This design comes from an exercise in tuning for small area, a short achievable clock period and few clock cycles on the open sky130 flow, not from production work.
Where RTL was checked, it was by simulation tests only, not by an equivalence proof against the original.
No activity file was given, so power comes from the tool's default toggle rates.

Setup of 02-20:
==> module wsprer_incdiv, before the edit <==
module wsprer_incdiv #(
    parameter integer NSTEP = 2
) (
    input             clk,
    input             rst,
    input             load,
    input             sel,
    input      [31:0] clk_a,
    input      [5:0]  blen_a,      
    input      [31:0] clk_b,
    input      [5:0]  blen_b,      
    input      [63:0] target,
    input      [6:0]  blen_t,      
    output            running,
    output     [31:0] op_clk,
    output     [5:0]  op_blen,
    output     [63:0] inc,
    output reg        valid
);
    localparam integer M_MAX   = (65 + NSTEP - 1) / NSTEP;
    localparam integer M_MIN   = (34 + NSTEP - 1) / NSTEP;
    localparam integer N_MAX   = NSTEP * M_MAX;
    localparam integer J_MAX   = M_MAX - M_MIN;
    localparam integer FB      = N_MAX - 62;         
    localparam integer SW      = 32 + NSTEP * J_MAX;
    localparam integer DEC_CNT = 33 / NSTEP;         
    localparam integer DEC_IDX = 33 % NSTEP;
    reg  [31:0]   c_r;
    reg  [5:0]    cb_r;
    reg  [60:0]   t_r;        
    reg           bad;        
    reg  [60:0]   r_r;        
    reg  [FB-1:0] f_r;        
    reg  [63:0]   q_r;        
    reg  [5:0]    cnt;
    assign running = (cnt != 6'd0);
    assign op_clk  = c_r;
    assign op_blen = cb_r;
    assign inc     = q_r;
    function [5:0] jshift(input [5:0] bc, input [6:0] bt);
        reg signed [8:0] d;
        begin
            d = $signed({2'b0, bt}) - $signed({3'b0, bc}) + (N_MAX - 63);
            if (d < 0)
                jshift = 6'd0;
            else if (d >= NSTEP * J_MAX)
                jshift = J_MAX;
            else
                jshift = d / NSTEP;
        end
    endfunction
    function toobig(input [5:0] bc, input [6:0] bt);
        toobig = ({2'b0, bt} + (N_MAX - 63)) < {3'b0, bc};
    endfunction
    wire [5:0] jsh_a = jshift(blen_a, blen_t);
    wire [5:0] jsh_b = jshift(blen_b, blen_t);
    wire [5:0] jsh   = sel ? jsh_a : jsh_b;
    wire [31:0] c_in = sel ? clk_a : clk_b;
    wire [5:0]  cb_in = sel ? blen_a : blen_b;
    wire        bad_in = (cb_in == 6'd0) || (blen_t == 7'd0) ||
                         (sel ? toobig(blen_a, blen_t) : toobig(blen_b, blen_t));
    reg [SW-1:0] s_sh;
    integer b;
    always @* begin
        s_sh = {{(SW-32){1'b0}}, c_in};
        for (b = 0; b < 6; b = b + 1)
            if (jsh[b] && ((1 << b) <= J_MAX)) s_sh = s_sh << (NSTEP * (1 << b));
    end
    reg [60:0]    r_n;
    reg [FB-1:0]  f_n;
    reg [63:0]    q_n;
    reg           ovf_n;
    reg [61:0]    r2, d2;
    reg [32:0]    qd;
    reg           brw;
    integer s;
    always @* begin
        r_n   = r_r;
        f_n   = f_r;
        q_n   = q_r;
        ovf_n = 1'b0;
        qd    = {1'b0, q_r[31+DEC_IDX:DEC_IDX]} - 33'd1;
        brw   = 1'b0;
        if (cnt == DEC_CNT) begin
            q_n[31+DEC_IDX:DEC_IDX] = qd[31:0];
            brw = qd[32];                       
        end
        for (s = 0; s < NSTEP; s = s + 1) begin
            r2    = {r_n, f_n[FB-1]};
            f_n   = {f_n[FB-2:0], 1'b0};
            d2    = r2 - {1'b0, t_r};
            ovf_n = ovf_n | q_n[63];
            q_n   = {q_n[62:0], ~d2[61]};
            r_n   = d2[61] ? r2[60:0] : d2[60:0];
        end
    end
    always @(posedge clk) begin
        if (rst) begin
            cnt   <= 6'd0;
            valid <= 1'b0;
        end else if (load) begin
            cnt   <= M_MAX - jsh;
        end else if (cnt != 6'd0) begin
            cnt   <= cnt - 6'd1;
            if (cnt == 6'd1)
                valid <= !bad && !ovf_n && !brw && (q_n[63:32] != 32'hFFFF_FFFF);
        end
        if (load) begin
            c_r  <= c_in;
            cb_r <= cb_in;
            t_r  <= target[60:0];
            bad  <= bad_in || (target[63:61] != 3'd0);
            r_r  <= s_sh[SW-1:FB];
            f_r  <= s_sh[FB-1:0];
            q_r  <= 64'd0;
        end else if (cnt != 6'd0) begin
            r_r  <= r_n;
            f_r  <= f_n;
            q_r  <= q_n;
            if (ovf_n || brw)
                bad <= 1'b1;
        end
    end
endmodule
make LEC_CHECK=0 ABC_CLOCK_PERIOD_IN_PS=4500 CAP_MARGIN=20 CORE_MARGIN=2 CORE_UTILIZATION=40 PLACE_DENSITY=0.6 SETUP_SLACK_MARGIN=5 SLEW_MARGIN=20 finish   # period 10.0 ns
run.sh (not shown) runs the stock make flow with config.mk's settings and CLKGATE_MAP_FILE= SYNTH_SCRIPT=/design/flow/synth_recipe.tcl, a recipe that flattens the netlist after the stock synthesis.
--- input diff 02-20..09-02 ---
-- flow/design.v --
<<< 02-20, line 39
    assign inc     = q_r;
    function [5:0] jshift(input [5:0] bc, input [6:0] bt);
        reg signed [8:0] d;
        begin
            d = $signed({2'b0, bt}) - $signed({3'b0, bc}) + (N_MAX - 63);
            if (d < 0)
                jshift = 6'd0;
            else if (d >= NSTEP * J_MAX)
                jshift = J_MAX;
            else
                jshift = d / NSTEP;
        end
    endfunction
>>> 09-02, line 39
    assign inc     = q_r;
    function [5:0] jshift(input [5:0] bc, input [6:0] bt);
        reg [8:0] d;      
        begin
            d = {2'b0, bt} + (N_MAX - 63 + 64) - {3'b0, bc};
            if (d < 9'd64)
                jshift = 6'd0;
            else if (d >= 9'd64 + NSTEP * J_MAX)
                jshift = J_MAX;
            else
                jshift = (d - 9'd64) / NSTEP;
        end
    endfunction
--- outcome ---
From 02-20 to 09-02 the numbers moved as follows: required time at the endpoint of the critical path roughly the same, transition at the pin with the smallest max-transition slack lower, number of non-clock buffers in the layout higher. Any difference in total vias in the final route between 09-02 and 02-20 is small enough to ignore. The initial antenna violation count number comes out lower for 09-02 vs 02-20. Delta (09-02 minus 02-20): internal power contribution dropped 1.8 mW, sequential share of layout area dropped 0.70 points, proportion of power drawn by combinational gates dropped 14 points. Worst setup slack on 09-02 is ahead of 02-20. From 02-20 to 09-02 the numbers moved as follows: design area rose by 2.4%; synthesis-to-finish area growth up 5.0 points.
Testbench counts of 09-02, summed over its fixed seeds: cycles 7,704.
Only the layout flow was run in 02-20; the RTL was not checked for function there.

-- separate check: timing with driven ports --
How much do the figures lean on ideal ports? The routed layouts below were timed once more, with nothing changed but the port constraints. Step 1 (the two cells are an assumption about what drives the block):
set clk [get_ports {clk}]
set_driving_cell -lib_cell sky130_fd_sc_hd__clkbuf_16 $clk
set_driving_cell -lib_cell sky130_fd_sc_hd__buf_2 [delete_from_list [all_inputs] $clk]
Step 2 times the ports against the registers' clock, not the clock port: input delays grow and output delays shrink by t, the midpoint of the rising clock arrivals with the driver on. a / b / c = no drivers / after step 1 / after step 2; a / b = the first two.
| run | t (ns) | slack for setup (ns) | worst setup path after step 2 | clock arrival spread, ns | cell pins on the clock port's net |
|---|---|---|---|---|---|
| 02-20 | 0.758 | 3.295 / 3.295 / 3.295 | register to register | 0.045 / 0.045 | 1 |
| 09-02 | 0.770 | 3.519 / 3.519 / 3.519 | register to register | 0.086 / 0.086 | 1 |
After both steps setup and hold are still met in every run listed.
